What follows belongs to an exercise in optimizing a design on an open flow for small area, a short achievable clock period and few clock cycles per item; a production flow would make more cautious choices.
RTL that was checked went through simulation tests only; none was proved equivalent to the original.
For run 8, only the layout was checked, not whether the RTL still works.
No activity file was given, so power comes from the tool's default toggle rates.

### constraint.sdc
create_clock -name core_clock -period 17.0 [get_ports {clk}]
set_input_delay 3.4000 -clock core_clock [delete_from_list [all_inputs] [get_ports {clk}]]
set_output_delay 3.4000 -clock core_clock [all_outputs]
set_load 0.01 [all_outputs]
### standard.sh
#!/bin/bash
# synth_recipe.tcl (not shown) runs the flow's synth.tcl, then flattens the netlist and writes it again
# the make line also repeats each setting of config.mk as NAME=value (left out here)
make -C /OpenROAD-flow-scripts/flow DESIGN_CONFIG=/design/flow/config.mk WORK_HOME=/design/flow/orfs CLKGATE_MAP_FILE= SYNTH_SCRIPT=/design/flow/synth_recipe.tcl "${@:-finish}"
### design.v
module gpcf_csum (
    input  wire [1:0] b0,
    input  wire [6:0] b2,
    input  wire [6:0] b3,
    output wire [6:0] sum
);
    assign sum = {5'd0, b0} + b2 + b3;
endmodule
module gpcf_dstep #(parameter W = 6) (
    input  wire [W-1:0] a,
    input  wire [4:0]   s,
    output wire         c,
    output wire [4:0]   r
);
    wire [W-1:0] b = {{(W-5){1'b0}}, s};
    wire [W:0]   bw;                             
    assign bw[0] = 1'b0;
    genvar j;
    generate for (j = 0; j < W; j = j + 1) begin : g_b
        assign bw[j+1] = (~a[j] & b[j]) | ((~a[j] | b[j]) & bw[j]);
    end endgenerate
    assign c = ~bw[W];
    generate for (j = 0; j < 5; j = j + 1) begin : g_r
        assign r[j] = a[j] ^ (c & (b[j] ^ bw[j]));
    end endgenerate
endmodule
module gpcf_cmp #(parameter W = 5) (
    input  wire [W-1:0] a,
    input  wire [W-1:0] b,
    input  wire         z,
    output wire         ge
);
    wire [W:0] bw;
    assign bw[0] = z;
    genvar j;
    generate for (j = 0; j < W; j = j + 1) begin : g_b
        assign bw[j+1] = (~a[j] & b[j]) | ((~a[j] | b[j]) & bw[j]);
    end endgenerate
    assign ge = ~bw[W];
endmodule
module gpcf_dstep0 (
    input  wire [4:0] a,
    input  wire [4:0] s,
    input  wire       z,
    output wire       c,
    output wire [4:0] r
);
    wire [5:0] bw;
    wire [5:0] dz;                               
    assign bw[0] = z;
    assign dz[0] = z;
    genvar j;
    generate for (j = 0; j < 5; j = j + 1) begin : g_b
        assign bw[j+1] = (~a[j] & s[j]) | ((~a[j] | s[j]) & bw[j]);
        assign dz[j+1] = ~a[j] & dz[j];
    end endgenerate
    assign c = ~bw[5];
    generate for (j = 0; j < 5; j = j + 1) begin : g_r
        assign r[j] = a[j] ^ (c ? (s[j] ^ bw[j]) : dz[j]);
    end endgenerate
endmodule
module gpcf (
    input  wire        clk,
    input  wire        rst,
    input  wire [4:0]  cfg_size,
    input  wire        cfg_white_sets,
    input  wire        cfg_reject_b2_bit3,
    input  wire        in_valid,
    output wire        in_ready,
    input  wire [2:0]  in_op,
    input  wire [31:0] in_data,
    input  wire [2:0]  in_kind,
    input  wire        in_seq,
    input  wire        in_ack,
    input  wire        in_colour,
    input  wire [7:0]  in_x,
    input  wire [7:0]  in_y,
    output reg         o_valid,
    output reg  [3:0]  o_ev,
    output reg  [1:0]  o_abort,
    output reg  [1:0]  o_status,
    output wire [7:0]  o_byte,
    output wire [31:0] o_frame,
    output wire [2:0]  o_kind,
    output wire [9:0]  o_value,
    output wire        o_seq,
    output wire        o_ack,
    output wire        o_colour,
    output wire [7:0]  o_x,
    output wire [7:0]  o_y
);
    localparam OP_RX_BYTE   = 3'd0;
    localparam OP_RX_END    = 3'd1;
    localparam OP_KILL      = 3'd2;
    localparam OP_TX_PACKET = 3'd3;
    localparam OP_TX_TALK   = 3'd4;
    localparam OP_PACK      = 3'd5;
    localparam OP_UNPACK    = 3'd6;
    localparam OP_DECODE    = 3'd7;
    localparam EV_NONE       = 4'd0;
    localparam EV_TALK       = 4'd1;
    localparam EV_PACKET     = 4'd2;
    localparam EV_FRAME_DROP = 4'd3;
    localparam EV_NOISE      = 4'd4;
    localparam EV_TERMINATED = 4'd5;
    localparam EV_REFUSED    = 4'd6;
    localparam EV_WIRE_PKT   = 4'd7;
    localparam EV_WIRE_TALK  = 4'd8;
    localparam EV_TX_BROKEN  = 4'd9;
    localparam EV_PACK       = 4'd10;
    localparam EV_UNPACK     = 4'd11;
    localparam EV_DECODE     = 4'd12;
    localparam EV_TERM_KILL  = 4'd13;
    assign in_ready = 1'b1;
    reg [4:0] size_q;
    reg       white_sets_q;
    reg       reject_q;
    always @(posedge clk)
        if (rst) begin
            size_q       <= cfg_size;
            white_sets_q <= cfg_white_sets;
            reject_q     <= cfg_reject_b2_bit3;
        end
    wire size_ok = (size_q != 5'd0) && (size_q <= 5'd22);
    reg [22:0] w1;
    reg        f1;
    always @(*) begin
        w1 = {in_data[25:24], in_data[22:16], in_data[14:8], in_data[6:0]};
        f1 = (in_data[31:26] != 6'd0) || !in_data[23] || !in_data[15] || !in_data[7];
        case (in_op)
            OP_RX_BYTE:
                f1 = in_data[7];
            OP_TX_PACKET, OP_UNPACK: begin
                w1[22:21] = {in_ack, in_seq};
                w1[13:7]  = {in_kind, 1'b0, in_data[9:7]};
            end
            OP_TX_TALK:
                f1 = (in_data[15:7] != 9'd0) || (in_data[6:2] == 5'd0) || (in_data[6:0] == 7'h7F);
            OP_PACK: begin
                w1[20:16] = in_x[4:0];
                w1[13:9]  = in_y[4:0];
                w1[22]    = (in_colour == white_sets_q);
                w1[21]    = (in_x == 8'hFF) && (in_y == 8'hFF);
                f1        = (in_x[7:5] != 3'd0) || (in_y[7:5] != 3'd0);
            end
            default: ;
        endcase
    end
    reg        r1_valid;
    reg [2:0]  r1_op;
    reg [22:0] r1_w;
    reg        r1_f;
    always @(posedge clk) begin
        r1_valid <= in_valid && !rst;
        r1_op    <= in_op;
        r1_w     <= w1;
        r1_f     <= f1;
    end
    reg  [1:0] cnt;       
    reg        term;      
    reg  [1:0] fb0;       
    reg  [6:0] fb1, fb2;
    wire [6:0] rb  = r1_w[6:0];
    wire       hi  = r1_f;                      
    wire       sof = !hi && (rb[6:2] == 5'd0);
    wire       tn  = !term;
    wire       rx  = (r1_op == OP_RX_BYTE);
    wire       fin = rx && tn && hi && (cnt == 2'd3);    
    reg [3:0] ev1;
    reg [1:0] ab2;
    always @(*) begin
        ev1 = EV_NONE;
        ab2 = 2'd0;
        case (r1_op)
            OP_RX_BYTE:
                if (!tn)              ev1 = EV_REFUSED;
                else if (sof)         ab2 = cnt;
                else if (!hi)         ev1 = EV_TALK;
                else if (cnt == 2'd0) ev1 = EV_NOISE;
                else if (cnt == 2'd3) ev1 = EV_PACKET;
            OP_RX_END: if (tn) begin ev1 = EV_TERMINATED; ab2 = cnt; end
            OP_KILL:   if (tn) begin ev1 = EV_TERM_KILL;  ab2 = cnt; end
            OP_TX_PACKET: ev1 = tn ? EV_WIRE_PKT  : EV_TX_BROKEN;
            OP_TX_TALK:   ev1 = tn ? EV_WIRE_TALK : EV_TX_BROKEN;
            OP_PACK:      ev1 = EV_PACK;
            OP_UNPACK:    ev1 = EV_UNPACK;
            default:      ev1 = EV_DECODE;
        endcase
    end
    always @(posedge clk) begin
        if (rst) begin
            cnt  <= 2'd0;
            term <= 1'b0;
        end else if (r1_valid && tn) begin
            if (rx) begin
                if (sof) cnt <= 2'd1;
                else if (hi && cnt != 2'd0) cnt <= cnt + 2'd1;
            end else if (r1_op == OP_RX_END || r1_op == OP_KILL) begin
                cnt  <= 2'd0;
                term <= 1'b1;
            end
        end
    end
    always @(posedge clk) begin
        if (r1_valid && tn && rx && sof)                   fb0 <= rb[1:0];
        if (r1_valid && tn && rx && hi && cnt == 2'd1)     fb1 <= rb;
        if (r1_valid && tn && rx && hi && cnt == 2'd2)     fb2 <= rb;
    end
    wire [1:0] b0 = rx ? fb0 : r1_w[22:21];
    wire [6:0] b1 = rx ? fb1 : r1_w[20:14];
    wire [6:0] b2 = rx ? fb2 : r1_w[13:7];
    wire [6:0] b3 = r1_w[6:0];
    wire       sf = !rx && r1_f;                
    wire [6:0] sum;
    gpcf_csum u_csum (.b0(b0), .b2(b2), .b3(b3), .sum(sum));
    wire [1:0] dstat = sf                     ? 2'd1 :
                       (reject_q && b2[3])    ? 2'd2 :
                       (sum != b1)            ? 2'd3 : 2'd0;
    wire [4:0] px = r1_w[20:16];
    wire [4:0] py = r1_w[13:9];
    wire       p_cbit = r1_w[22];
    wire       p_pass = r1_w[21];
    wire       px_ge, py_ge;
    gpcf_cmp #(5) u_cx (.a(px), .b(size_q), .z(1'b0), .ge(px_ge));
    gpcf_cmp #(5) u_cy (.a(py), .b(size_q), .z(1'b0), .ge(py_ge));
    wire       p_in   = !r1_f && !px_ge && !py_ge;
    wire [1:0] p_stat = !size_ok ? 2'd1 : (p_pass || p_in) ? 2'd0 : 2'd2;
    wire [8:0] p_pos  = py * size_q + px + 9'd1;
    wire [9:0] p_val  = {p_cbit, p_pass ? 9'd0 : p_pos};
    wire [8:0] up  = {r1_w[8:7], r1_w[6:0]};
    wire [5:0] uz;                         
    assign uz[0] = 1'b1;
    genvar gj;
    generate for (gj = 0; gj < 5; gj = gj + 1) begin : g_uz
        assign uz[gj+1] = uz[gj] & ~up[gj];
    end endgenerate
    wire       u_zero = uz[5] && (up[8:5] == 4'd0);
    wire       u_col  = r1_w[9] ~^ white_sets_q;
    wire [3:0] ud     = up[3:0] ^ uz[3:0];          
    wire       u_ovf;                               
    gpcf_cmp #(5) u_co (.a({1'b0, up[8:5]}), .b(size_q), .z(uz[5]), .ge(u_ovf));
    wire [4:0] uq;
    wire [4:0] ur4, ur3, ur2;
    gpcf_dstep0    u_s4 (.a(up[8:4]),        .s(size_q), .z(uz[4]), .c(uq[4]), .r(ur4));
    gpcf_dstep #(6) u_s3 (.a({ur4, ud[3]}),  .s(size_q), .c(uq[3]), .r(ur3));
    gpcf_dstep #(6) u_s2 (.a({ur3, ud[2]}),  .s(size_q), .c(uq[2]), .r(ur2));
    reg [3:0]  ev2;
    reg [1:0]  st2;
    reg [22:0] w2;
    reg        hi2;
    always @(*) begin
        ev2 = ev1;
        st2 = 2'd0;
        w2  = {b0, b1, b2, b3};
        hi2 = !(ev1 == EV_TALK || ev1 == EV_WIRE_TALK);
        case (ev1)
            EV_PACKET: begin
                ev2 = (dstat == 2'd0) ? EV_PACKET : EV_FRAME_DROP;
                st2 = dstat;
            end
            EV_TERMINATED: st2 = 2'd1;
            EV_TERM_KILL: begin
                ev2 = EV_TERMINATED;
                st2 = 2'd2;
            end
            EV_WIRE_PKT: w2[20:14] = sum;
            EV_WIRE_TALK: if (r1_f) w2[6:0] = 7'h3F;
            EV_DECODE: st2 = dstat;
            EV_PACK: begin
                st2 = p_stat;
                {w2[9:7], w2[6:0]} = p_val;
            end
            EV_UNPACK: begin
                w2[22:21] = ud[1:0];
                w2[19:14] = {u_col, ur2};
                w2[11:7]  = {u_ovf, u_zero, uq[4:2]};
            end
            default: ;
        endcase
    end
    reg        r2_valid;
    reg [3:0]  r2_ev;
    reg [1:0]  r2_ab;
    reg [1:0]  r2_st;
    reg [22:0] r2_w;
    reg        r2_hi;
    always @(posedge clk) begin
        r2_valid <= r1_valid && !rst;
        r2_ev    <= ev2;
        r2_ab    <= ab2;
        r2_st    <= st2;
        r2_w     <= w2;
        r2_hi    <= hi2;
    end
    wire [4:0] v_r2   = r2_w[18:14];
    wire [1:0] v_d    = r2_w[22:21];
    wire       v_zero = r2_w[10];
    wire       v_ovf  = r2_w[11];
    wire [4:0] vq;
    wire [4:0] vr1, vr0;
    assign vq[4:2] = r2_w[9:7];
    gpcf_dstep #(6) u_s1 (.a({v_r2, v_d[1]}), .s(size_q), .c(vq[1]), .r(vr1));
    gpcf_dstep #(6) u_s0 (.a({vr1, v_d[0]}),  .s(size_q), .c(vq[0]), .r(vr0));
    wire       vq_ge;
    gpcf_cmp #(5) u_cq (.a(vq), .b(size_q), .z(1'b0), .ge(vq_ge));
    wire [1:0] v_stat = !size_ok ? 2'd1 : v_zero ? 2'd0 : (v_ovf || vq_ge) ? 2'd2 : 2'd0;
    reg [1:0]  st3;
    reg [22:0] w3;
    reg        neg3;
    always @(*) begin
        st3  = r2_st;
        w3   = r2_w;
        neg3 = 1'b0;
        if (r2_ev == EV_UNPACK) begin
            st3       = v_stat;
            neg3      = v_zero;
            w3[18:14] = v_zero ? 5'h1F : vr0;
            w3[4:0]   = v_zero ? 5'h1F : vq;
        end
    end
    reg [22:0] ow;
    reg        ohi, oneg;
    always @(posedge clk) begin
        o_valid  <= r2_valid && !rst;
        o_ev     <= r2_ev;
        o_abort  <= r2_ab;
        o_status <= st3;
        ow       <= w3;
        ohi      <= r2_hi;
        oneg     <= neg3;
    end
    wire [1:0] of0 = ow[22:21];
    wire [6:0] of1 = ow[20:14];
    wire [6:0] of2 = ow[13:7];
    wire [6:0] of3 = ow[6:0];
    assign o_frame  = {{6{oneg}}, of0, ohi, of1, ohi, of2, ohi, of3};
    assign o_byte   = {ohi, of3};
    assign o_kind   = of2[6:4];
    assign o_value  = {of2[2:0], of3};
    assign o_seq    = of0[0];
    assign o_ack    = of0[1];
    assign o_colour = of1[5];
    assign o_x      = {{3{oneg}}, of1[4:0]};
    assign o_y      = {{3{oneg}}, of3[4:0]};
endmodule
### flow/run.sh
#!/bin/bash
# Standard synthesis and layout (the standard.sh), with single-drive
# port buffers and timing repair aimed beyond the constraint's slack.
set -euo pipefail
export BUFFER_PORTS_ARGS="-buffer_cell sky130_fd_sc_hd__buf_1"
export SETUP_SLACK_MARGIN=12.6
bash standard.sh synth > synth.log 2>&1
bash standard.sh > layout.log 2>&1
### config.mk
export PLATFORM = sky130hd
export DESIGN_NAME = gpcf
export DESIGN_NICKNAME = gpcf
export VERILOG_FILES = /design/flow/design.v
export SDC_FILE = /design/flow/constraint.sdc
export NUM_CORES = 4
export LEC_CHECK = 0
export ABC_AREA = 1
export CAP_MARGIN = 20
export CORE_MARGIN = 2
export CORE_UTILIZATION = 75
export CTS_BUF_LIST = sky130_fd_sc_hd__clkbuf_8
export SLEW_MARGIN = 20
==> reports/metrics.csv, run 1 <==
metric;value;unit
RSZ-0062 raised after global routing;true;
CP delay by family, top;flip-flops;
Yosys top cell by area;dfxtp_1;
status;finished clean;
Reg-to-Reg Start;size_q[3]$_DFFE_PP_;
maximum VDD drop;0.0589;mV
DIE WIDTH;102;um
top cells by area, synth;dfxtp_1 27%, nand2_1 12%, edfxtp_1 9.6%;
Post-synth EDFFs;23;
Clock Latency Late Sink;440;ps
global-route wire length before repair;30.3;mm
Final Net Count;1155;
Worst Path Arrival;980;ps
final hold slack;308;ps
power share of the sequential group;37.4;%
worst path cell trace;buf_1;
setup tns final;0;ps
IO buf count;147;
internal power;0.000583;W
Yosys reg bits;121;
Final Skew;22.4;ps
vias in the first global route;6092;
DR pass1 iterations;9;
most used cells in the layout excluding fill and tap cells;240 x nand2_1, 132 x buf_1, 121 x inv_1, 93 x dfxtp_1, 72 x nand3_1;
DR vias;6907;
area grow syn2layout;9.90;%
leakage power;3.80;nW
antenna violations before repair;0;
Max Cap Violations;0;
asr flop ratio synth;0;%
total detailed-routing wirelength;19.2;mm
CP Max Fanout;12;
Total Routing Usage GR;38.0;%
diode count;0;
critical path class;reg -> out;
Least-Margin Pin Slew;820;ps
Clk pwr share;29.5;%
commonest non-fill, non-tap cell in the layout;nand2_1;
syn_nets;1058;
htree depth;4;
row count;35;
Fillers;545;
layout cells sized above 1;8.56;%
largest net degree at the start of global routing;28;
CP Launch Type;flop;
vias per cell;5.85;
final hold violation count;0;
Clk pin slew, worst setup/hold paths;90;ps
Die Y;102;um
Setup crit start;oneg$_SDFF_PP0_;
die area;0.0104;mm2
Post-synth top flop;dfxtp_1;
Starting DRT DRC Count;728;
cell area after synthesis;0.00722;mm2
crit end category;primary output;
Final ANT Viol Nets;0;
Final Util;85.4;%
NetSw;0.000352;W
pins over their slew limit;0;
worst setup margin;12620;ps
max_slew headroom;45.3;%
HPWL after DPL;13.5;mm
Final Setup Violations;0;
CTS tree;yes;
PD cells;118;mW/mm2
placed cell area;0.00747;mm2
Crit path largest cell delay;400;ps
power share of the combinational group;33.1;%
design area;0.00793;mm2
Setup WS pre-CTS;12080;ps
post-synth cell types;50;
area share of the leading cell type in the synthesized netlist;27.2;%
Clock Root Buffer;clkbuf_8;
Fmax;228;MHz
HP Class;reg -> reg;
clock sinks;121;
Ys Warns;1;
total grt overflow;0;
clock buffer depth;2;
DRC viols;0;
core area;0.00928;mm2
total CTS buffers;17;
crit share post-route;25.8;%
time the worst path needs with I/O delays and setup;4380;ps
Final GP Congestion;0.980;
Reg2Reg Setup Slack;12690;ps
DR WL/cell;16.3;um
Sw Share;37.6;%
cells after synthesis;942;
Slowest cell on crit path;dfxtp_4;
Avg Cell Area, Syn;7.66;um2
starting density of the core;77.7;%
Hold Startpoint;r2_hi$_DFF_P_;
Req. time, crit path;13600;ps
CP bufs+invs;1;
Ports;149;
post-synthesis sequential area ratio;36.7;%
==> cell type report <==
cell class	instances	area [um2]	area share, %
inverters	128	483	6.09
clock inverters	14	171	2.16
well taps	129	161	2.03
repair buffers	152	608	7.67
flip-flops and latches	121	2660	33.5
multi-input cells	619	3600	45.4
clock buffers	18	248	3.12
==> per-stage QoR <==
| step | std cells | power [W] |
|---|---|---|
| detailed placement | 1148 | 0.000647 |
| finish | 1181 | 0.000935 |
| global placement | 1148 | 0.000638 |
| CTS | 1180 | 0.000925 |
| global route | 1181 | 0.000986 |
| floorplan | 942 | 0.000587 |
==> logic make-up (layout without fill, tap and decap cells) <==
logic type / after synthesis / after routing / synth area share [%]
adders and majority gates: 49 / 49 / 10.3
and+or+nand+nor: 415 / 415 / 24.8
xor gates and xnor gates: 33 / 33 / 4.00
DFF: 121 / 121 / 36.7
other: 1 / 1 / 0.0520
muxes: 3 / 3 / 0.416
AOI/OAI and AO/OA: 118 / 118 / 10.2
buffers and inverters: 202 / 312 / 13.5
==> cell usage after synthesis, types with 17 or more instances <==
library cell / instances
dfxtp_1: 98
nor2_1: 51
a21oi_1: 24
ha_1: 32
o21ai_0: 39
inv_1: 120
nand2_1: 240
edfxtp_1: 23
fa_1: 17
buf_4: 50
nand3_1: 72
xor2_1: 25
==> final timing paths <==
| kind | depth (start not counted) | end |
|---|---|---|
| setup reg to reg | 14 | r2_w[8]$_DFF_P_ |
| hold / removal | 0 | ohi$_DFF_P_ |
| setup / recovery | 1 | o_frame[28] |
| hold reg to reg | 0 | ohi$_DFF_P_ |
==> sequential cells by signal, summed over array words and instances (netlist names), 2 cells and up <==
signal / cells
ow: 23
r1_w: 23
r2_w: 23
fb1: 7
fb2: 7
size_q: 5
o_ev: 4
r2_ev: 4
r1_op: 3
cnt: 2
fb0: 2
o_abort: 2
o_status: 2
r2_ab: 2
r2_st: 2
==> power by group through the flow <==
stage	Combinational (W)	Clock (W)	Sequential, W
after floorplan	0.000238	0	0.000349
after global placement	0.000285	0	0.000353
after detailed placement	0.000293	0	0.000354
after CTS	0.000301	0.000275	0.000349
after global routing	0.000345	0.000289	0.000353
final	0.000309	0.000276	0.000350
==> what timing repair did <==
action,in CTS,in global routing
hold buffers,0,0
setup buffers,0,1
endpoints found under the setup margin,24,38
pin swaps,0,0
resized for setup,5,18
==> worst register-to-register path, stage by stage (launching register included) <==
cell and delay (ps):
edfxtp_1 830, nand2_1 180, fa_1 510, fa_1 520, fa_1 540, inv_1 40, ha_1 280, inv_1 110
nor2_1 90, o21ai_0 200, nand2_1 110, a21o_1 170, a21oi_1 150, xor2_1 250, o211ai_1 160
==> layer usage <==
metal | track usage (%) | vias up | routed length [um]
met5 | 0 | - | 0
met4 | 18.8 | 0 | 1030
met3 | 6.43 | 96 | 2270
met2 | 64.7 | 529 | 8950
met1 | 46.9 | 3070 | 6990
li1 | - | 3212 | -
Testbench counts, summed over its fixed seeds: cycles 32,016, items 32,000.
==> run 2, diff against run 1 <==
--- a/config.mk
+++ b/config.mk
@@ -8,6 +8,6 @@
 export ABC_AREA = 1
 export CAP_MARGIN = 20
 export CORE_MARGIN = 2
-export CORE_UTILIZATION = 75
+export CORE_UTILIZATION = 65
 export CTS_BUF_LIST = sky130_fd_sc_hd__clkbuf_8
 export SLEW_MARGIN = 20
==> run 2 against run 1 <==
First-iteration DRC count down 24%. Sequential cell count unchanged. Area after synthesis unchanged. Global-route usage down 6.7 points. Routed wire length down 7.7%. Critical path type unchanged. Critical endpoint is now o_frame[26]. Largest power group unchanged. Highest routed layer unchanged.
==> reports/metrics.csv, run 2 <==
metric;value;unit
Final Util;73.5;%
total CTS buffers;17;
final hold violation count;0;
DR vias;6553;
CP Launch Type;flop;
Final Setup Violations;0;
Crit path largest cell delay;390;ps
leakage power;3.88;nW
vias in the first global route;5813;
Ports;149;
power share of the combinational group;32.8;%
layout cells sized above 1;10.3;%
DP Cell Count;1159;
pins over their slew limit;0;
die area;0.0120;mm2
Post-synth EDFFs;23;
total detailed-routing wirelength;17.8;mm
most used cells in the layout excluding fill and tap cells;240 x nand2_1, 121 x inv_1, 113 x buf_1, 91 x dfxtp_1, 72 x nand3_1;
asr flop ratio synth;0;%
clock buffer depth;2;
Yosys top cell by area;dfxtp_1;
setup tns final;0;ps
crit end category;primary output;
post-synthesis sequential area ratio;36.7;%
CP Max Fanout;12;
PD cells;115;mW/mm2
starting density of the core;66.6;%
CTS tree;yes;
syn_nets;1058;
Worst Path Arrival;970;ps
synth cell count leaders;240 x nand2_1, 120 x inv_1, 98 x dfxtp_1;
cells after synthesis;942;
max_slew headroom;42.7;%
maximum VDD drop;0.0800;mV
NetSw;0.000327;W
global-route wire length before repair;28.0;mm
worst path cell trace;buf_2;
Multi-input gate area;0.00360;mm2
Total Routing Usage GR;31.3;%
post-synth cell types;50;
core area;0.0108;mm2
time the worst path needs with I/O delays and setup;4370;ps
Yosys reg bits;121;
hold endpoint;ohi$_DFF_P_;
diode count;0;
count leader, synth;nand2_1;
clock sinks;121;
DIE WIDTH;109;um
Fillers;880;
cells on worst reg2reg path;14;
Final GP Congestion;0.947;
Reg-to-Reg Start;size_q[3]$_DFFE_PP_;
Sw Share;35.5;%
total grt overflow;0;
DRC viols;0;
htree depth;4;
Post-Layout Cell Count;1192;
HPWL after DPL;13.5;mm
vias per cell;5.50;
CP delay by family, top;flip-flops;
Largest regs;ow: 23 flops, r1_w: 23 flops, r2_w: 23 flops;
DR WL/cell;14.9;um
area grow syn2layout;10.4;%
Slowest cell on crit path;dfxtp_4;
Starting DRT DRC Count;550;
Die Y;109;um
RSZ-0062 raised after global routing;true;
Reg2Reg Setup Slack;12850;ps
CP bufs+invs;1;
cell area after synthesis;0.00722;mm2
Req. time, crit path;13600;ps
FF-to-FF End;r2_w[8]$_DFF_P_;
FF+latch area;0.00266;mm2
top cells by area, synth;dfxtp_1 27%, nand2_1 12%, edfxtp_1 9.6%;
Hold Path Stages;0;
Ys Warns;1;
DR pass1 iterations;5;
power share of the sequential group;37.9;%
internal power;0.000593;W
Avg Cell Area, Syn;7.66;um2
Fmax;229;MHz
largest net degree at the start of global routing;28;
Clk pin slew, worst setup/hold paths;70;ps
Final ANT Viol Nets;0;
Clock Root Buffer;clkbuf_8;
Least-Margin Pin Slew;859;ps
antenna violations before repair;0;
Final Skew;7.34;ps
crit share post-route;25.7;%
critical path class;reg -> out;
Clock Latency Late Sink;440;ps
IO buf count;147;
Post-synth top flop;dfxtp_1;
area share of the leading cell type in the synthesized netlist;27.2;%
commonest non-fill, non-tap cell in the layout;nand2_1;
CTS hold repair buffers;0;
Clk pwr share;29.3;%
Final Net Count;1155;
HP Class;reg -> reg;
row count;38;
Hold Startpoint;r2_hi$_DFF_P_;
status;finished clean;
Max Cap Violations;0;
==> run 2: cell counts after synthesis <==
No cell type changed its count.
==> run 2: cell type report <==
class                      count  share of cell area [%]
tap                          140                    2.20
multi-input combinational    619                    45.2
inverter                     128                    6.06
clock buffer                  17                    2.94
clock inverter                15                    2.28
timing repair buffer         152                    7.93
sequential                   121                    33.4
==> run 2: repair_timing <==
action                                  CTS  global route
endpoints found under the setup margin   24            49
resized for setup                        16            28
setup buffers                             0             1
==> run 2: routing by layer <==
metal | part of all wire (%) | track usage, % | vias up
li1 | - | - | 3209
met1 | 42 | 39.8 | 2944
met2 | 46 | 51.1 | 343
met3 | 8.4 | 6.11 | 57
met4 | 3.9 | 15.4 | 0
met5 | 0 | 0 | -
==> run 2: how the worst max path moves through the flow <==
stage                    startpoint                to  slack (ps)  depth (start not counted)
floorplan                in_data[2]      r1_f$_DFF_P_       12690                          6
global placement           in_op[2]  r1_w[22]$_DFF_P_       12080                          6
detailed placement         in_op[2]  r1_w[22]$_DFF_P_       12040                          6
CTS                 oneg$_SDFF_PP0_       o_frame[27]       12590                          1
global route        oneg$_SDFF_PP0_       o_frame[27]       12570                          1
finish              oneg$_SDFF_PP0_       o_frame[26]       12630                          1
==> run 2: cell families (layout without fill, tap and decap cells) <==
| family | after synthesis | count (layout) | synth area share, % |
|---|---|---|---|
| and+or+nand+nor | 415 | 415 | 24.8 |
| other | 1 | 1 | 0.0520 |
| muxes | 3 | 3 | 0.416 |
| adders and majority gates | 49 | 49 | 10.3 |
| buffers and inverters | 202 | 312 | 13.5 |
| xor gates and xnor gates | 33 | 33 | 4.00 |
| AOI/OAI and AO/OA | 118 | 118 | 10.2 |
| DFF | 121 | 121 | 36.7 |
==> run 2: power by group through the flow <==
stage	Sequential, W	Clock, W	Combinational, W
finish	0.000348	0.000269	0.000301
global route	0.000352	0.000285	0.000344
floorplan	0.000349	0	0.000238
global placement	0.000354	0	0.000288
CTS	0.000348	0.000273	0.000296
detailed placement	0.000355	0	0.000292
==> run 2: stage by stage <==
step	setup WS [ps]	area [um2]	hold slack (ps)	power, W
finish	12630	7970	326	0.000919
global placement	12080	7490	311	0.000642
detailed placement	12040	7490	312	0.000647
floorplan	12690	7220	310	0.000587
global route	12570	7970	330	0.000981
CTS	12590	7930	327	0.000917
==> run 3, diff against run 2 <==
--- a/config.mk
+++ b/config.mk
@@ -8,6 +8,6 @@
 export ABC_AREA = 1
 export CAP_MARGIN = 20
 export CORE_MARGIN = 2
-export CORE_UTILIZATION = 65
+export CORE_UTILIZATION = 70
 export CTS_BUF_LIST = sky130_fd_sc_hd__clkbuf_8
 export SLEW_MARGIN = 20
==> run 3 against run 2 <==
Total power down 4.9%. Non-clock buffer count down 1. Synthesized cell count unchanged. Routed wire length down 1.2%. Clock skew up 4.3 ps. Via count up 0.17%. Largest power group unchanged. First-iteration DRC count up 3.1%. Critical endpoint is now o_frame[30]. Cell area down 1.3%. Sequential cell count unchanged. Sequential power about the same. Combinational power about the same. Clock-buffer cell count up 1.
==> reports/metrics.csv, run 3 <==
metric;value;unit
Ys Warns;1;
Die Y;106;um
CTS hold repair buffers;0;
CP delay by family, top;flip-flops;
setup tns final;0;ps
Max Cap Violations;0;
HP Class;reg -> reg;
Clk pin slew, worst setup/hold paths;70;ps
DP Cell Count;1154;
Starting DRT DRC Count;567;
CTS tree;yes;
global-route wire length before repair;28.4;mm
antenna violations before repair;0;
area grow syn2layout;8.93;%
Yosys top cell by area;dfxtp_1;
max_slew headroom;47.6;%
syn_nets;1058;
count leader, synth;nand2_1;
most used cells in the layout excluding fill and tap cells;240 x nand2_1, 126 x buf_1, 122 x inv_1, 97 x dfxtp_1, 72 x nand3_1;
clock sinks;121;
CP Launch Type;flop;
vias in the first global route;5869;
Total Routing Usage GR;32.9;%
Final Skew;11.6;ps
Post-synth EDFFs;23;
Avg Cell Area, Syn;7.66;um2
DRC viols;0;
crit end category;primary output;
area share of the leading cell type in the synthesized netlist;27.2;%
asr flop ratio synth;0;%
largest net degree at the start of global routing;28;
diode count;0;
crit share post-route;25.7;%
layout cells sized above 1;8.56;%
cell area after synthesis;0.00722;mm2
DIE WIDTH;106;um
IO buf count;147;
Clock Latency Late Sink;440;ps
total CTS buffers;17;
commonest non-fill, non-tap cell in the layout;nand2_1;
total grt overflow;0;
Final Net Count;1154;
Ports;149;
pins over their slew limit;0;
Post-Layout Cell Count;1187;
CP bufs+invs;1;
DR vias;6564;
vias per cell;5.53;
Final Setup Violations;0;
leakage power;3.80;nW
status;finished clean;
DR WL/cell;14.8;um
row count;37;
CP Max Fanout;12;
Largest regs;ow: 23 flops, r1_w: 23 flops, r2_w: 23 flops;
core area;0.0102;mm2
Fillers;776;
DR pass1 iterations;5;
maximum VDD drop;0.0715;mV
htree depth;4;
Post-synth top flop;dfxtp_1;
Req. time, crit path;13600;ps
top cells by area, synth;dfxtp_1 27%, nand2_1 12%, edfxtp_1 9.6%;
Crit path largest cell delay;390;ps
Least-Margin Pin Slew;785;ps
PD cells;111;mW/mm2
total detailed-routing wirelength;17.6;mm
worst path cell trace;clkbuf_2;
Fmax;229;MHz
RSZ-0062 raised after global routing;true;
Slowest cell on crit path;dfxtp_4;
post-synthesis sequential area ratio;36.7;%
cells after synthesis;942;
die area;0.0111;mm2
Yosys reg bits;121;
Clock Root Buffer;clkbuf_8;
starting density of the core;70.9;%
time the worst path needs with I/O delays and setup;4370;ps
post-synth cell types;50;
synth cell count leaders;240 x nand2_1, 120 x inv_1, 98 x dfxtp_1;
clock buffer depth;2;
Worst Path Arrival;970;ps
Final ANT Viol Nets;0;
Final GP Congestion;0.959;
critical path class;reg -> out;
final hold violation count;0;
HPWL after DPL;13.2;mm
run 3: cell count changes in the layout (fill, tap and decap cells not counted), sizes merged:
cell,delta
inv,+4
buf,+7
bufinv,-4
clkinvlp,+1
clkinv,-2
clkbuf,-7
run 3: cell families (layout without fill, tap and decap cells):
group | count (synthesis) | in the layout | synth area share, %
AOI/OAI and AO/OA | 118 | 118 | 10.2
xor gates and xnor gates | 33 | 33 | 4.00
adders and majority gates | 49 | 49 | 10.3
buffers and inverters | 202 | 311 | 13.5
DFF | 121 | 121 | 36.7
muxes | 3 | 3 | 0.416
other | 1 | 1 | 0.0520
and+or+nand+nor | 415 | 415 | 24.8
run 3: timing repair:
item	4_1_cts	5_1_grt
setup endpoints to repair	21	16
buffers inserted	0	1
cloned	0	0
gates resized for setup	10	15
run 3: final timing paths:
kind,start,end,slack [ps],depth (start not counted)
setup reg to reg,size_q[3]$_DFFE_PP_,r2_w[8]$_DFF_P_,12810,14
hold / removal,r2_w[20]$_DFF_P_,ow[20]$_DFF_P_,330,0
setup / recovery,oneg$_SDFF_PP0_,o_frame[30],12630,1
hold reg to reg,r2_w[20]$_DFF_P_,ow[20]$_DFF_P_,330,0
run 3: cell type report:
type / instances / area (um2) / area share (%)
Clock inverter: 14 / 97.6 / 1.24
Clock buffer: 18 / 248 / 3.15
Sequential cell: 121 / 2660 / 33.8
Inverter: 128 / 483 / 6.14
Multi-Input combinational cell: 619 / 3600 / 45.8
Tap cell: 136 / 170 / 2.16
Timing Repair Buffer: 151 / 608 / 7.73
run 3: power by group:
part           switching, W  leakage, nW  internal, W
combinational      0.000188         2.58     0.000111
sequential        0.0000265         1.04     0.000322
clock              0.000122        0.183     0.000105
total              0.000337         3.80     0.000538
run 3: through the flow:
| step | hold slack (ps) | cell area, um2 | total power [W] | setup WS (ps) | util, % |
|---|---|---|---|---|---|
| 2_1_floorplan | 310 | 7220 | 0.000587 | 12690 | - |
| 3_3_place_gp | 312 | 7470 | 0.000640 | 12060 | 73.4 |
| 3_5_place_dp | 312 | 7470 | 0.000646 | 12060 | 73.4 |
| 4_1_cts | 328 | 7840 | 0.000872 | 12590 | 76.9 |
| 5_1_grt | 333 | 7860 | 0.000929 | 12580 | 77.2 |
| 6_report | 328 | 7860 | 0.000875 | 12630 | 77.2 |
run 3: routing by layer:
metal	wire, um	part of all wire, %	GRT usage (%)	vias up
met4	792	4.5	17.3	0
met5	0	0	0	-
met1	7270	41	42.4	2888
met2	7800	44	52.5	403
li1	-	-	-	3206
met3	1700	9.7	6.43	67
==> run 4, diff against run 3 <==
--- a/config.mk
+++ b/config.mk
@@ -10,4 +10,5 @@
 export CORE_MARGIN = 2
 export CORE_UTILIZATION = 70
 export CTS_BUF_LIST = sky130_fd_sc_hd__clkbuf_8
+export PLACE_DENSITY = 0.7
 export SLEW_MARGIN = 20
==> run 4 against run 3 <==
Sequential power is essentially flat. Largest cell class unchanged. Highest routed layer unchanged. Non-clock buffer count is the same. Cell area stayed put. Clock-buffer cell count is the same. Total power is the same. Clock power barely moved. Still clean on timing, DRC and antenna. Final cell count stayed put. First-iteration DRC count stayed put. Area after synthesis unchanged. Via count unchanged. Hold slack unchanged. Sequential share of layout area unchanged. Largest power group unchanged.
==> reports/metrics.csv, run 4 <==
metric;value;unit
status;finished clean;
worst path cell trace;clkbuf_2;
Die Y;106;um
CP Launch Type;flop;
RSZ-0062 raised after global routing;true;
Fillers;776;
Yosys top cell by area;dfxtp_1;
count leader, synth;nand2_1;
Avg Cell Area, Syn;7.66;um2
M1 GR Usage;42.4;%
Clock Latency Late Sink;440;ps
Ports;149;
pins over their slew limit;0;
max_slew headroom;47.6;%
clock buffer depth;2;
maximum VDD drop;0.0715;mV
starting density of the core;70.9;%
setup tns final;0;ps
row count;37;
commonest non-fill, non-tap cell in the layout;nand2_1;
design area;0.00786;mm2
area share of the leading cell type in the synthesized netlist;27.2;%
Least-Margin Pin Slew;785;ps
total detailed-routing wirelength;17.6;mm
HP Class;reg -> reg;
Worst Path Arrival;970;ps
Starting DRT DRC Count;567;
post-synth cell types;50;
Final Skew;11.6;ps
Final Setup Violations;0;
Req. time, crit path;13600;ps
Crit path largest cell delay;390;ps
DRC viols;0;
htree depth;4;
final hold violation count;0;
critical path class;reg -> out;
die area;0.0111;mm2
largest net degree at the start of global routing;28;
area grow syn2layout;8.93;%
HPWL after DPL;13.2;mm
overall power;0.000875;W
total CTS buffers;17;
leakage power;3.80;nW
cells on worst reg2reg path;14;
CP delay by family, top;flip-flops;
CP bufs+invs;1;
Ys Warns;1;
DIE WIDTH;106;um
time the worst path needs with I/O delays and setup;4370;ps
routing usage on met2;52.5;%
Fmax;229;MHz
met3 GRT Util;6.43;%
Multi-input gate area;0.00360;mm2
cells after synthesis;942;
Clk pin slew, worst setup/hold paths;70;ps
placed cell area;0.00747;mm2
grt peak-use layer;met2;
crit end category;primary output;
diode count;0;
Final Net Count;1154;
Worst setup endpoint;o_frame[30];
DR vias;6564;
syn_nets;1058;
vias per cell;5.53;
Slowest cell on crit path;dfxtp_4;
cell area after synthesis;0.00722;mm2
Reg2Reg Setup Slack;12810;ps
Stages on worst setup path;1;
FF-to-FF End;r2_w[8]$_DFF_P_;
layout cells sized above 1;8.56;%
core area;0.0102;mm2
Post-synth EDFFs;23;
Clock Root Buffer;clkbuf_8;
DR pass1 iterations;5;
Total Routing Usage GR;32.9;%
antenna violations before repair;0;
clock sinks;121;
synth cell count leaders;240 x nand2_1, 120 x inv_1, 98 x dfxtp_1;
most used cells in the layout excluding fill and tap cells;240 x nand2_1, 126 x buf_1, 122 x inv_1, 97 x dfxtp_1, 72 x nand3_1;
CP Max Fanout;12;
crit share post-route;25.7;%
vias in the first global route;5869;
Max Cap Violations;0;
post-synthesis sequential area ratio;36.7;%
top cells by area, synth;dfxtp_1 27%, nand2_1 12%, edfxtp_1 9.6%;
Final ANT Viol Nets;0;
final hold slack;328;ps
global-route wire length before repair;28.4;mm
CTS tree;yes;
DR WL/cell;14.8;um
Largest regs;ow: 23 flops, r1_w: 23 flops, r2_w: 23 flops;
Setup crit start;oneg$_SDFF_PP0_;
Final GP Congestion;0.959;
Post-synth top flop;dfxtp_1;
PD cells;111;mW/mm2
Reg-to-Reg Start;size_q[3]$_DFFE_PP_;
total grt overflow;0;
IO buf count;147;
asr flop ratio synth;0;%
FF+latch area;0.00266;mm2
Yosys reg bits;121;
[run 4: cell counts in the layout (fill, tap and decap cells not counted)]
No cell type changed its count.
[run 4: worst min path at each step]
stage / startpoint / slack (ps) / cells past startpoint / endpoint
after floorplan: r2_ab[0]$_DFF_P_ / 310 / 0 / o_abort[0]$_DFF_P_
after global placement: r2_ab[0]$_DFF_P_ / 310 / 0 / o_abort[0]$_DFF_P_
after detailed placement: r2_ab[0]$_DFF_P_ / 310 / 0 / o_abort[0]$_DFF_P_
after CTS: r2_w[20]$_DFF_P_ / 330 / 0 / ow[20]$_DFF_P_
after global routing: r2_w[20]$_DFF_P_ / 330 / 0 / ow[20]$_DFF_P_
final: r2_w[20]$_DFF_P_ / 330 / 0 / ow[20]$_DFF_P_
[run 4: logic make-up after synthesis]
logic type      after synthesis  synth area share, %
simple gates                415                 24.8
buf+inv                     202                 13.5
fa+ha+maj                    49                 10.3
flops                       121                 36.7
mux                           3                0.416
compound gates              118                 10.2
other cells                   1               0.0520
xor+xnor                     33                 4.00
[run 4: layout make-up]
cell class                 instances  share of cell area [%]
clock buffer                      18                    3.15
clock inverter                    14                    1.24
inverter                         128                    6.14
multi-input combinational        619                    45.8
sequential                       121                    33.8
tap                              136                    2.16
timing repair buffer             151                    7.73
[run 4: where the power goes]
group | internal, W | total [W] | switching (W)
logic | 0.000111 | 0.000299 | 0.000188
clock network | 0.000105 | 0.000227 | 0.000122
registers | 0.000322 | 0.000348 | 0.0000265
total | 0.000538 | 0.000875 | 0.000337
[run 4: per-layer routing]
layer,share of wire (%),up-vias
li1,-,3206
met1,41,2888
met2,44,403
met3,9.7,67
met4,4.5,0
met5,0,-
[run 4: through the flow]
stage | util [%] | setup slack (ps) | instances
global placement | 73.4 | 12060 | 1154
floorplan | - | 12690 | 942
CTS | 76.9 | 12590 | 1186
detailed placement | 73.4 | 12060 | 1154
finish | 77.2 | 12630 | 1187
global route | 77.2 | 12580 | 1187
[run 4: timing repair]
action                     in CTS  in global routing
setup endpoints to repair      21                 16
gates resized for setup        10                 15
buffers inserted                0                  1
cloned                          0                  0
hold buffers                    0                  0
==> run 5, diff against run 4 <==
==> flow/run.sh (replaced) <==
#!/bin/bash
# Standard synthesis and layout (the standard.sh), with single-drive
# port buffers and timing repair aimed beyond the constraint's slack.
set -euo pipefail
export BUFFER_PORTS_ARGS="-buffer_cell sky130_fd_sc_hd__buf_1"
export SETUP_SLACK_MARGIN=12.66
bash standard.sh synth > synth.log 2>&1
bash standard.sh > layout.log 2>&1
--- a/config.mk
+++ b/config.mk
@@ -10,5 +10,4 @@
 export CORE_MARGIN = 2
 export CORE_UTILIZATION = 70
 export CTS_BUF_LIST = sky130_fd_sc_hd__clkbuf_8
-export PLACE_DENSITY = 0.7
 export SLEW_MARGIN = 20
==> run 5 against run 4 <==
Sequential power about the same. Maximum frequency up 0.22%. Clock skew about the same. Synthesized cell count unchanged. Sequential cell count unchanged. Hold slack worse by 0.91 ps. Routed wire length up 3.0%. Utilization up 1.5 points. Largest cell class unchanged. Area after synthesis unchanged. Critical endpoint unchanged. Still clean. Clock power about the same.
==> reports/metrics.csv, run 5 <==
metric;value;unit
status;finished clean;
Final ANT Viol Nets;0;
Worst Path Arrival;960;ps
DR WL/cell;15.2;um
CTS tree;yes;
Final Setup Violations;0;
total grt overflow;0;
count leader, synth;nand2_1;
total CTS buffers;17;
crit share post-route;25.6;%
post-synth cell types;50;
clock buffer depth;2;
cells after synthesis;942;
die area;0.0111;mm2
placed cell area;0.00747;mm2
Clk pin slew, worst setup/hold paths;70;ps
Largest regs;ow: 23 flops, r1_w: 23 flops, r2_w: 23 flops;
design area;0.00802;mm2
Post-synth EDFFs;23;
critical path class;reg -> out;
IO buf count;147;
Ports;149;
asr flop ratio synth;0;%
antenna violations before repair;0;
worst path cell trace;clkbuf_2;
htree depth;4;
Least-Margin Pin Slew;807;ps
HPWL after DPL;13.2;mm
max_slew headroom;46.2;%
synth cell count leaders;240 x nand2_1, 120 x inv_1, 98 x dfxtp_1;
Post-synth top flop;dfxtp_1;
CP bufs+invs;1;
starting density of the core;70.9;%
DRC viols;0;
vias in the first global route;5896;
Avg Cell Area, Syn;7.66;um2
DR pass1 iterations;7;
time the worst path needs with I/O delays and setup;4360;ps
Clock Latency Late Sink;440;ps
total detailed-routing wirelength;18.1;mm
Yosys top cell by area;dfxtp_1;
PD cells;111;mW/mm2
core area;0.0102;mm2
CP Launch Type;flop;
Final Skew;12.0;ps
DR vias;6569;
Slowest cell on crit path;dfxtp_4;
vias per cell;5.52;
most used cells in the layout excluding fill and tap cells;240 x nand2_1, 122 x inv_1, 89 x dfxtp_1, 82 x buf_1, 72 x nand3_1;
maximum VDD drop;0.0715;mV
RSZ-0062 raised after global routing;true;
Fillers;739;
DIE WIDTH;106;um
Crit path largest cell delay;390;ps
row count;37;
Req. time, crit path;13600;ps
crit end category;primary output;
post-synthesis sequential area ratio;36.7;%
Fmax;229;MHz
Max Cap Violations;0;
Yosys reg bits;121;
commonest non-fill, non-tap cell in the layout;nand2_1;
leakage power;3.97;nW
HP Class;reg -> reg;
Die Y;106;um
Starting DRT DRC Count;550;
clock sinks;121;
setup tns final;0;ps
CP Max Fanout;12;
Ys Warns;1;
area share of the leading cell type in the synthesized netlist;27.2;%
pins over their slew limit;0;
Clock Root Buffer;clkbuf_8;
top cells by area, synth;dfxtp_1 27%, nand2_1 12%, edfxtp_1 9.6%;
largest net degree at the start of global routing;28;
DP Cell Count;1154;
layout cells sized above 1;13.8;%
Final Net Count;1157;
syn_nets;1058;
final hold violation count;0;
area grow syn2layout;11.1;%
Final GP Congestion;0.959;
global-route wire length before repair;28.6;mm
Total Routing Usage GR;33.1;%
CP delay by family, top;flip-flops;
diode count;0;
cell area after synthesis;0.00722;mm2
Post-Layout Cell Count;1190;
[run 5: cells by family (layout without fill, tap and decap cells)]
logic type | Yosys count | in the layout | synth area share (%)
other cells | 1 | 1 | 0.0520
mux | 3 | 3 | 0.416
xor+xnor | 33 | 33 | 4.00
simple gates | 415 | 415 | 24.8
compound gates | 118 | 118 | 10.2
fa+ha+maj | 49 | 49 | 10.3
buf+inv | 202 | 314 | 13.5
flops | 121 | 121 | 36.7
[run 5: metrics by stage]
step | util, % | total power, W | worst slack (ps) | hold slack (ps)
after floorplan | - | 0.000587 | 12690 | 310
after global placement | 73.4 | 0.000640 | 12060 | 312
after detailed placement | 73.4 | 0.000646 | 12060 | 312
after CTS | 77.5 | 0.000876 | 12600 | 327
after global routing | 78.7 | 0.000942 | 12600 | 332
final | 78.7 | 0.000890 | 12640 | 327
[run 5: worst paths after layout]
check | start | end | slack (ps) | cells past startpoint
max reg2reg | size_q[2]$_DFFE_PP_ | r2_w[8]$_DFF_P_ | 12820 | 14
min | r2_hi$_DFF_P_ | ohi$_DFF_P_ | 330 | 0
max | oneg$_SDFF_PP0_ | o_frame[30] | 12640 | 1
min reg2reg | r2_hi$_DFF_P_ | ohi$_DFF_P_ | 330 | 0
[run 5: report_power, final]
group	internal (W)	leakage, nW	switching [W]	total, W
registers	0.000323	1.04	0.0000276	0.000350
clock network	0.000105	0.183	0.000123	0.000228
logic	0.000121	2.75	0.000191	0.000312
[run 5: worst reg2reg max path, cell delays in order, from the launching register on]
cell and delay, ps:
edfxtp_1 850, nand2_1 150, fa_1 480, fa_1 520, fa_1 540, inv_1 40, ha_1 280, inv_1 90
nor2_1 70, o21ai_0 150, nand2_1 110, a21o_1 170, a21oi_1 160, xor2_1 250, o211ai_1 160
[run 5: layout make-up]
cell class	instances	area, um2	area share (%)
inverters	128	483	6.02
well taps	136	170	2.12
flip-flops and latches	121	2670	33.3
multi-input cells	619	3600	45.0
repair buffers	154	742	9.26
clock inverters	14	97.6	1.22
clock buffers	18	248	3.09
[run 5: layer usage]
layer	part of all wire (%)	vias to the layer above	track usage, %
li1	-	3218	-
met5	0	-	0
met3	9.3	62	6.43
met4	4.1	0	17.5
met1	41	2910	42.4
met2	45	379	53.0
[run 5: what timing repair did]
item,in CTS,in global routing
gates resized for setup,47,44
setup endpoints to repair,59,56
buffers inserted,0,4
hold endpoints to repair,0,0
hold buffers,0,0
gates cloned,0,0
==> run 6, diff against run 5 <==
==> flow/run.sh (replaced) <==
#!/bin/bash
# Standard synthesis and layout (the standard.sh), with single-drive
# port buffers and timing repair aimed beyond the constraint's slack.
set -euo pipefail
export BUFFER_PORTS_ARGS="-buffer_cell sky130_fd_sc_hd__buf_1"
export SETUP_SLACK_MARGIN=12.6
bash standard.sh synth > synth.log 2>&1
bash standard.sh > layout.log 2>&1
--- a/config.mk
+++ b/config.mk
@@ -6,8 +6,8 @@
 export NUM_CORES = 4
 export LEC_CHECK = 0
 export ABC_AREA = 1
-export CAP_MARGIN = 20
+export CAP_MARGIN = 0
 export CORE_MARGIN = 2
 export CORE_UTILIZATION = 70
 export CTS_BUF_LIST = sky130_fd_sc_hd__clkbuf_8
-export SLEW_MARGIN = 20
+export SLEW_MARGIN = 0
==> run 6 against run 5 <==
Critical endpoint unchanged. Clock-buffer cell count unchanged. Hold slack improved by 0.91 ps. Clock skew about the same. Sequential share of layout area increased by 0.46 points. Via count about the same. Clock power about the same. Die area unchanged. Highest routed layer unchanged.
==> reports/metrics.csv, run 6 <==
metric;value;unit
status;finished clean;
cell area after synthesis;0.00722;mm2
Final GP Congestion;0.959;
core area;0.0102;mm2
DP Cell Count;1154;
Ys Warns;1;
Post-synth EDFFs;23;
Largest regs;ow: 23 flops, r1_w: 23 flops, r2_w: 23 flops;
Yosys top cell by area;dfxtp_1;
M1 GR Usage;42.4;%
Synth Area in Compound Gates;10.2;%
Final ANT Viol Nets;0;
FF+latch area;0.00266;mm2
synth cell count leaders;240 x nand2_1, 120 x inv_1, 98 x dfxtp_1;
HP Class;reg -> reg;
Clk pin slew, worst setup/hold paths;70;ps
layout cells sized above 1;8.56;%
crit end category;primary output;
setup tns final;0;ps
Post-Layout Cell Count;1187;
Least-Margin Pin Slew;785;ps
largest net degree at the start of global routing;28;
Fmax;229;MHz
time the worst path needs with I/O delays and setup;4370;ps
Post-synth top flop;dfxtp_1;
grt peak-use layer;met2;
Worst Path Arrival;970;ps
crit share post-route;25.7;%
htree depth;4;
DR vias;6564;
Starting DRT DRC Count;567;
Simple-Gate Fraction of Synth Area;24.8;%
DIE WIDTH;106;um
met3 GRT Util;6.43;%
Synth Area in Adders;10.3;%
placed cell area;0.00747;mm2
largest family of logic cells by synthesized area;simple AND/OR/NAND/NOR gates;
Clock Root Buffer;clkbuf_8;
CP bufs+invs;1;
most used cells in the layout excluding fill and tap cells;240 x nand2_1, 126 x buf_1, 122 x inv_1, 97 x dfxtp_1, 72 x nand3_1;
Final Setup Violations;0;
DR WL/cell;14.8;um
post-synthesis sequential area ratio;36.7;%
Slowest cell on crit path;dfxtp_4;
total detailed-routing wirelength;17.6;mm
CP delay by family, top;flip-flops;
clock buffer depth;2;
Total Routing Usage GR;32.9;%
CP Max Fanout;12;
DR pass1 iterations;5;
area grow syn2layout;8.93;%
HPWL after DPL;13.2;mm
top cells by area, synth;dfxtp_1 27%, nand2_1 12%, edfxtp_1 9.6%;
CP Launch Type;flop;
vias in the first global route;5869;
Max Cap Violations;0;
maximum VDD drop;0.0715;mV
critical path class;reg -> out;
clock sinks;121;
row count;37;
xor-xnor portion of the synthesized cell area;4.00;%
Multi-input gate area;0.00360;mm2
global-route wire length before repair;28.4;mm
Clock Latency Late Sink;440;ps
post-synthesis mux area share;0.416;%
Fillers;776;
Yosys reg bits;121;
RSZ-0062 raised after global routing;true;
CTS tree;yes;
total CTS buffers;17;
commonest non-fill, non-tap cell in the layout;nand2_1;
CTS hold repair buffers;0;
routing usage on met2;52.5;%
leakage power;3.80;nW
post-synth cell types;50;
Ports;149;
Req. time, crit path;13600;ps
syn_nets;1058;
Final Skew;11.6;ps
Die Y;106;um
count leader, synth;nand2_1;
starting density of the core;70.9;%
total grt overflow;0;
area share of the leading cell type in the synthesized netlist;27.2;%
diode count;0;
asr flop ratio synth;0;%
cells after synthesis;942;
Final Net Count;1154;
Crit path largest cell delay;390;ps
worst path cell trace;clkbuf_2;
vias per cell;5.53;
antenna violations before repair;0;
DRC viols;0;
PD cells;111;mW/mm2
max_slew headroom;47.6;%
final hold violation count;0;
IO buf count;147;
pins over their slew limit;0;
design area;0.00786;mm2
die area;0.0111;mm2
Avg Cell Area, Syn;7.66;um2
-- run 6: cell types whose count changed in the layout (fill, tap and decap cells not counted), sizes merged --
cell    previous run  this run
clkbuf            46        32
buf              126       137
-- run 6: cells by family after synthesis --
kind of cell	after synthesis
xor gates and xnor gates	33
other	1
DFF	121
buffers and inverters	202
muxes	3
and+or+nand+nor	415
AOI/OAI and AO/OA	118
adders and majority gates	49
-- run 6: stage by stage --
step / hold slack (ps) / setup WS [ps] / total power [W] / utilization, %
floorplan: 310 / 12690 / 0.000587 / -
global placement: 312 / 12060 / 0.000640 / 73.4
detailed placement: 312 / 12060 / 0.000646 / 73.4
CTS: 328 / 12590 / 0.000872 / 76.9
global route: 333 / 12580 / 0.000929 / 77.2
finish: 328 / 12630 / 0.000875 / 77.2
-- run 6: worst paths after layout --
check | from | end | slack, ps | cells after the start
max reg2reg | size_q[3]$_DFFE_PP_ | r2_w[8]$_DFF_P_ | 12810 | 14
min reg2reg | r2_w[20]$_DFF_P_ | ow[20]$_DFF_P_ | 330 | 0
min | r2_w[20]$_DFF_P_ | ow[20]$_DFF_P_ | 330 | 0
max | oneg$_SDFF_PP0_ | o_frame[30] | 12630 | 1
-- run 6: layer usage --
layer  up-vias  share of wire (%)
li1       3206                  -
met1      2888                 41
met2       403                 44
met3        67                9.7
met4         0                4.5
met5         -                  0
-- run 6: timing repair --
action	4_1_cts	5_1_grt
setup endpoints to repair	21	16
resized for setup	10	15
buffers inserted	0	1
-- run 6: power breakdown --
group          switching (W)  internal [W]  leakage [nW]
Sequential         0.0000265      0.000322          1.04
Combinational       0.000188      0.000111          2.58
Clock               0.000122      0.000105         0.183
-- run 6: final cells by class --
class / instances / share of cell area [%]
clock inverter: 14 / 1.24
timing repair buffer: 151 / 7.73
clock buffer: 18 / 3.15
sequential: 121 / 33.8
multi-input combinational: 619 / 45.8
inverter: 128 / 6.14
tap: 136 / 2.16
==> run 7, diff against run 6 <==
--- a/flow/run.sh
+++ b/flow/run.sh
@@ -4,5 +4,6 @@
 set -euo pipefail
 export BUFFER_PORTS_ARGS="-buffer_cell sky130_fd_sc_hd__buf_1"
 export SETUP_SLACK_MARGIN=12.6
+export CTS_ARGS="-sink_clustering_enable -repair_clock_nets -buf_list sky130_fd_sc_hd__clkbuf_8 -root_buf sky130_fd_sc_hd__clkbuf_16"
 bash standard.sh synth > synth.log 2>&1
 bash standard.sh > layout.log 2>&1
--- a/config.mk
+++ b/config.mk
@@ -6,8 +6,8 @@
 export NUM_CORES = 4
 export LEC_CHECK = 0
 export ABC_AREA = 1
-export CAP_MARGIN = 0
+export CAP_MARGIN = 20
 export CORE_MARGIN = 2
 export CORE_UTILIZATION = 70
 export CTS_BUF_LIST = sky130_fd_sc_hd__clkbuf_8
-export SLEW_MARGIN = 0
+export SLEW_MARGIN = 20
==> run 7 against run 6 <==
Worst setup slack improved by 50 ps. Clock-buffer cell count unchanged. Critical path depth unchanged. Critical path type unchanged. Largest power group unchanged.
==> reports/metrics.csv, run 7 <==
metric;value;unit
Post-synth EDFFs;23;
Crit path largest cell delay;390;ps
FF+latch area;0.00266;mm2
Final Net Count;1154;
post-synthesis sequential area ratio;36.7;%
time the worst path needs with I/O delays and setup;4320;ps
most used cells in the layout excluding fill and tap cells;240 x nand2_1, 147 x buf_1, 122 x inv_1, 97 x dfxtp_1, 72 x nand3_1;
status;finished clean;
DP Cell Count;1154;
Final Skew;13.4;ps
final hold slack;328;ps
CTS hold repair buffers;0;
DIE WIDTH;106;um
core area;0.0102;mm2
HPWL after DPL;13.2;mm
HP Class;reg -> reg;
CP Max Fanout;12;
Multi-input gate area;0.00360;mm2
power share of the sequential group;39.5;%
count leader, synth;nand2_1;
Ys Warns;1;
clock sinks;121;
power share of the combinational group;33.9;%
Req. time, crit path;13600;ps
CP bufs+invs;1;
CTS tree;yes;
cell area after synthesis;0.00722;mm2
Starting DRT DRC Count;534;
vias per cell;5.55;
PD cells;112;mW/mm2
critical path class;reg -> out;
die area;0.0111;mm2
CP Launch Type;flop;
total grt overflow;0;
top cells by area, synth;dfxtp_1 27%, nand2_1 12%, edfxtp_1 9.6%;
overall power;0.000881;W
final hold violation count;0;
post-synth cell types;50;
Yosys top cell by area;dfxtp_1;
total CTS buffers;17;
clock buffer depth;2;
Final GP Congestion;0.959;
commonest non-fill, non-tap cell in the layout;nand2_1;
DRC viols;0;
Final ANT Viol Nets;0;
Clk pin slew, worst setup/hold paths;70;ps
crit share post-route;25.4;%
starting density of the core;70.9;%
Least-Margin Pin Slew;795;ps
Max Cap Violations;0;
setup tns final;0;ps
leakage power;3.73;nW
Avg Cell Area, Syn;7.66;um2
asr flop ratio synth;0;%
Post-Layout Cell Count;1187;
DR vias;6583;
FF-to-FF End;r2_w[8]$_DFF_P_;
largest net degree at the start of global routing;28;
RSZ-0062 raised after global routing;true;
Clk pwr share;26.6;%
antenna violations before repair;0;
global-route wire length before repair;28.5;mm
Post-synth top flop;dfxtp_1;
NetSw;0.000339;W
htree depth;4;
Worst Path Arrival;920;ps
Die Y;106;um
crit end category;primary output;
vias in the first global route;5873;
Worst setup endpoint;o_frame[30];
Setup crit start;oneg$_SDFF_PP0_;
Stages on worst setup path;1;
Fillers;784;
Fmax;232;MHz
DR pass1 iterations;6;
Sw Share;38.4;%
Slowest cell on crit path;dfxtp_4;
CP delay by family, top;flip-flops;
Clock Root Buffer;clkbuf_16;
diode count;0;
Total Routing Usage GR;32.9;%
layout cells sized above 1;6.57;%
total detailed-routing wirelength;17.6;mm
IO buf count;147;
Final Setup Violations;0;
cells after synthesis;942;
pins over their slew limit;0;
Reg-to-Reg Start;size_q[2]$_DFFE_PP_;
internal power;0.000543;W
Clock Latency Late Sink;370;ps
area share of the leading cell type in the synthesized netlist;27.2;%
area grow syn2layout;8.79;%
maximum VDD drop;0.0714;mV
row count;37;
DR WL/cell;14.9;um
synth cell count leaders;240 x nand2_1, 120 x inv_1, 98 x dfxtp_1;
max_slew headroom;47.0;%
worst path cell trace;buf_1;
cells on worst reg2reg path;14;
Reg2Reg Setup Slack;12830;ps
Largest regs;ow: 23 flops, r1_w: 23 flops, r2_w: 23 flops;
syn_nets;1058;
Ports;149;
Yosys reg bits;121;
[run 7: kinds of logic after synthesis]
| kind of cell | after synthesis | synth area share [%] |
|---|---|---|
| DFF | 121 | 36.7 |
| adders and majority gates | 49 | 10.3 |
| muxes | 3 | 0.416 |
| buffers and inverters | 202 | 13.5 |
| xor gates and xnor gates | 33 | 4.00 |
| AOI/OAI and AO/OA | 118 | 10.2 |
| other | 1 | 0.0520 |
| and+or+nand+nor | 415 | 24.8 |
[run 7: layout make-up]
class / instances / area share, %
Sequential cell: 121 / 33.8
Timing Repair Buffer: 151 / 7.41
Inverter: 128 / 6.15
Clock inverter: 14 / 1.24
Clock buffer: 18 / 3.30
Tap cell: 136 / 2.17
Multi-Input combinational cell: 619 / 45.9
[run 7: worst min-delay path by stage]
stage	from	end	slack (ps)	depth (start not counted)
2_1_floorplan	r2_ab[0]$_DFF_P_	o_abort[0]$_DFF_P_	310	0
3_3_place_gp	r2_ab[0]$_DFF_P_	o_abort[0]$_DFF_P_	310	0
3_5_place_dp	r2_ab[0]$_DFF_P_	o_abort[0]$_DFF_P_	310	0
4_1_cts	r2_w[20]$_DFF_P_	ow[20]$_DFF_P_	330	0
5_1_grt	r2_w[20]$_DFF_P_	ow[20]$_DFF_P_	330	0
6_report	r2_w[20]$_DFF_P_	ow[20]$_DFF_P_	330	0
[run 7: metrics by stage]
stage	instance area, um2	worst slack, ps	util [%]
after global placement	7470	12060	73.4
final	7850	12680	77.1
after CTS	7840	12640	76.9
after detailed placement	7470	12060	73.4
after global routing	7850	12580	77.1
after floorplan	7220	12690	-
[run 7: power groups by stage]
stage	Clock (W)	Sequential, W	Combinational (W)
2_1_floorplan	0	0.000349	0.000238
3_3_place_gp	0	0.000355	0.000286
3_5_place_dp	0	0.000355	0.000291
4_1_cts	0.000235	0.000349	0.000294
5_1_grt	0.000246	0.000351	0.000337
6_report	0.000234	0.000348	0.000299
[run 7: repair_timing]
item                       4_1_cts  5_1_grt
gates resized for setup          2        3
gates cloned                     0        0
setup endpoints to repair       25        9
buffers inserted                 0        1
[run 7: layer usage]
layer / wire [um] / track usage [%]
met5: 0 / 0
met3: 1700 / 7.11
met2: 7820 / 52.6
met4: 743 / 16.7
met1: 7380 / 42.3
==> run 8, diff against run 7 <==
--- a/design.v
+++ b/design.v
@@ -319,7 +319,7 @@
         end
     end
     reg [22:0] ow;
-    reg        ohi, oneg;
+    reg        ohi, oneg, oneg_xy;    
     always @(posedge clk) begin
         o_valid  <= r2_valid && !rst;
         o_ev     <= r2_ev;
@@ -328,6 +328,7 @@
         ow       <= w3;
         ohi      <= r2_hi;
         oneg     <= neg3;
+        oneg_xy  <= neg3;
     end
     wire [1:0] of0 = ow[22:21];
     wire [6:0] of1 = ow[20:14];
@@ -340,6 +341,6 @@
     assign o_seq    = of0[0];
     assign o_ack    = of0[1];
     assign o_colour = of1[5];
-    assign o_x      = {{3{oneg}}, of1[4:0]};
-    assign o_y      = {{3{oneg}}, of3[4:0]};
+    assign o_x      = {{3{oneg_xy}}, of1[4:0]};
+    assign o_y      = {{3{oneg_xy}}, of3[4:0]};
 endmodule
==> flow/run.sh (replaced) <==
#!/bin/bash
# Standard synthesis and layout (the standard.sh), with single-drive
# port buffers and timing repair aimed beyond the constraint's slack.
set -euo pipefail
export BUFFER_PORTS_ARGS="-buffer_cell sky130_fd_sc_hd__buf_1"
export SETUP_SLACK_MARGIN=12.5
bash standard.sh synth > synth.log 2>&1
bash standard.sh > layout.log 2>&1
==> run 8 against run 7 <==
Clock-buffer cell count is the same. Hold slack is essentially flat. Final cell count hardly changed. Largest power group unchanged. Highest routed layer unchanged. Critical endpoint unchanged. Still clean on timing, DRC and antenna. Combinational power barely moved. Cell area down 0.37%.
==> reports/metrics.csv, run 8 <==
metric;value;unit
top cells by area, synth;dfxtp_1 27%, nand2_1 12%, edfxtp_1 9.6%;
area share of the leading cell type in the synthesized netlist;27.2;%
Avg Cell Area, Syn;7.66;um2
Total Routing Usage GR;32.9;%
HPWL after DPL;13.2;mm
CP delay by family, top;flip-flops;
area grow syn2layout;8.39;%
total detailed-routing wirelength;17.6;mm
clock sinks;121;
count leader, synth;nand2_1;
CP bufs+invs;1;
die area;0.0111;mm2
RSZ-0062 raised after global routing;false;
DRC viols;0;
post-synth cell types;50;
Yosys reg bits;121;
DIE WIDTH;106;um
DR pass1 iterations;6;
final hold violation count;0;
most used cells in the layout excluding fill and tap cells;240 x nand2_1, 147 x buf_1, 122 x inv_1, 97 x dfxtp_1, 72 x nand3_1;
Clk pin slew, worst setup/hold paths;70;ps
Final ANT Viol Nets;0;
Die Y;106;um
max_slew headroom;46.8;%
pins over their slew limit;0;
DR vias;6490;
core area;0.0102;mm2
Post-synth top flop;dfxtp_1;
Worst Path Arrival;1020;ps
Req. time, crit path;13600;ps
vias per cell;5.47;
Fillers;784;
antenna violations before repair;0;
synth cell count leaders;240 x nand2_1, 120 x inv_1, 98 x dfxtp_1;
CP Launch Type;flop;
IO buf count;147;
crit end category;primary output;
Crit path largest cell delay;410;ps
crit share post-route;26.0;%
starting density of the core;70.9;%
CP Max Fanout;12;
maximum VDD drop;0.0712;mV
Reg2Reg Setup Slack;12740;ps
design area;0.00782;mm2
CTS tree;yes;
syn_nets;1058;
Starting DRT DRC Count;551;
Max Cap Violations;0;
total grt overflow;0;
Yosys top cell by area;dfxtp_1;
global-route wire length before repair;28.4;mm
critical path class;reg -> out;
HP Class;reg -> reg;
DR WL/cell;14.8;um
setup bufs post-CTS;0;
layout cells sized above 1;6.38;%
Final Setup Violations;0;
Final Skew;11.5;ps
commonest non-fill, non-tap cell in the layout;nand2_1;
diode count;0;
DP Cell Count;1154;
placed cell area;0.00747;mm2
Final Net Count;1153;
asr flop ratio synth;0;%
worst path cell trace;buf_1;
clock buffer depth;2;
time the worst path needs with I/O delays and setup;4420;ps
Ys Warns;1;
status;finished clean;
Final GP Congestion;0.959;
Post-synth EDFFs;23;
PD cells;112;mW/mm2
setup tns final;0;ps
largest net degree at the start of global routing;28;
Clock Latency Late Sink;440;ps
CTS hold repair buffers;0;
Fmax;226;MHz
Clock Root Buffer;clkbuf_8;
Slowest cell on crit path;dfxtp_2;
Least-Margin Pin Slew;798;ps
Final Util;76.8;%
Post-Layout Cell Count;1186;
vias in the first global route;5868;
post-synthesis sequential area ratio;36.7;%
row count;37;
cell area after synthesis;0.00722;mm2
cells after synthesis;942;
total CTS buffers;17;
Ports;149;
htree depth;4;
leakage power;3.72;nW
Largest regs;ow: 23 flops, r1_w: 23 flops, r2_w: 23 flops;
run 8: layout make-up:
class | count | area (um2) | area share, %
repair buffers | 150 | 574 | 7.34
clock buffers | 18 | 248 | 3.17
multi-input cells | 619 | 3600 | 46.0
well taps | 136 | 170 | 2.17
inverters | 128 | 483 | 6.17
clock inverters | 14 | 97.6 | 1.25
flip-flops and latches | 121 | 2650 | 33.9
run 8: report_power, final:
| group | internal (W) | switching (W) |
|---|---|---|
| sequential | 0.000322 | 0.0000276 |
| clock | 0.000105 | 0.000123 |
| combinational | 0.000110 | 0.000187 |
run 8: final timing paths:
kind | start | to | depth (start not counted)
max | oneg_xy$_SDFF_PP0_ | o_frame[30] | 1
min reg2reg | r2_w[20]$_DFF_P_ | ow[20]$_DFF_P_ | 0
min | r2_w[20]$_DFF_P_ | ow[20]$_DFF_P_ | 0
max reg2reg | size_q[4]$_DFFE_PP_ | r2_w[8]$_DFF_P_ | 14
run 8: metal layers:
layer  wire length (um)  GRT usage [%]  vias up
met5                  0              0        -
met4                729           17.3        0
met3               1560           6.43       62
met2               7870           52.5      371
met1               7410           42.3     2854
li1                   -              -     3203
run 8: cell families after synthesis:
| group | count (synthesis) | synth area share (%) |
|---|---|---|
| compound gates | 118 | 10.2 |
| xor+xnor | 33 | 4.00 |
| fa+ha+maj | 49 | 10.3 |
| simple gates | 415 | 24.8 |
| flops | 121 | 36.7 |
| buf+inv | 202 | 13.5 |
| other cells | 1 | 0.0520 |
| mux | 3 | 0.416 |
run 8: repair_timing:
action                     4_1_cts  5_1_grt
pin swaps                        0        0
setup endpoints to repair       12       13
resized for setup                1        1
run 8: through the flow:
| step | total power [W] | setup slack, ps | hold WS, ps |
|---|---|---|---|
| 2_1_floorplan | 0.000587 | 12690 | 310 |
| 3_3_place_gp | 0.000640 | 12060 | 312 |
| 3_5_place_dp | 0.000646 | 12060 | 312 |
| 4_1_cts | 0.000871 | 12530 | 328 |
| 5_1_grt | 0.000928 | 12500 | 333 |
| 6_report | 0.000874 | 12580 | 328 |

Re-timed with assumed drivers on the ports (clkbuf_16 on the clock, buf_2 on other inputs), run 8 has 12.545 ns of setup slack against 12.584 ns with ideal ports, and 12.307 ns once port delays also move by the mid clock arrival of 0.468 ns.
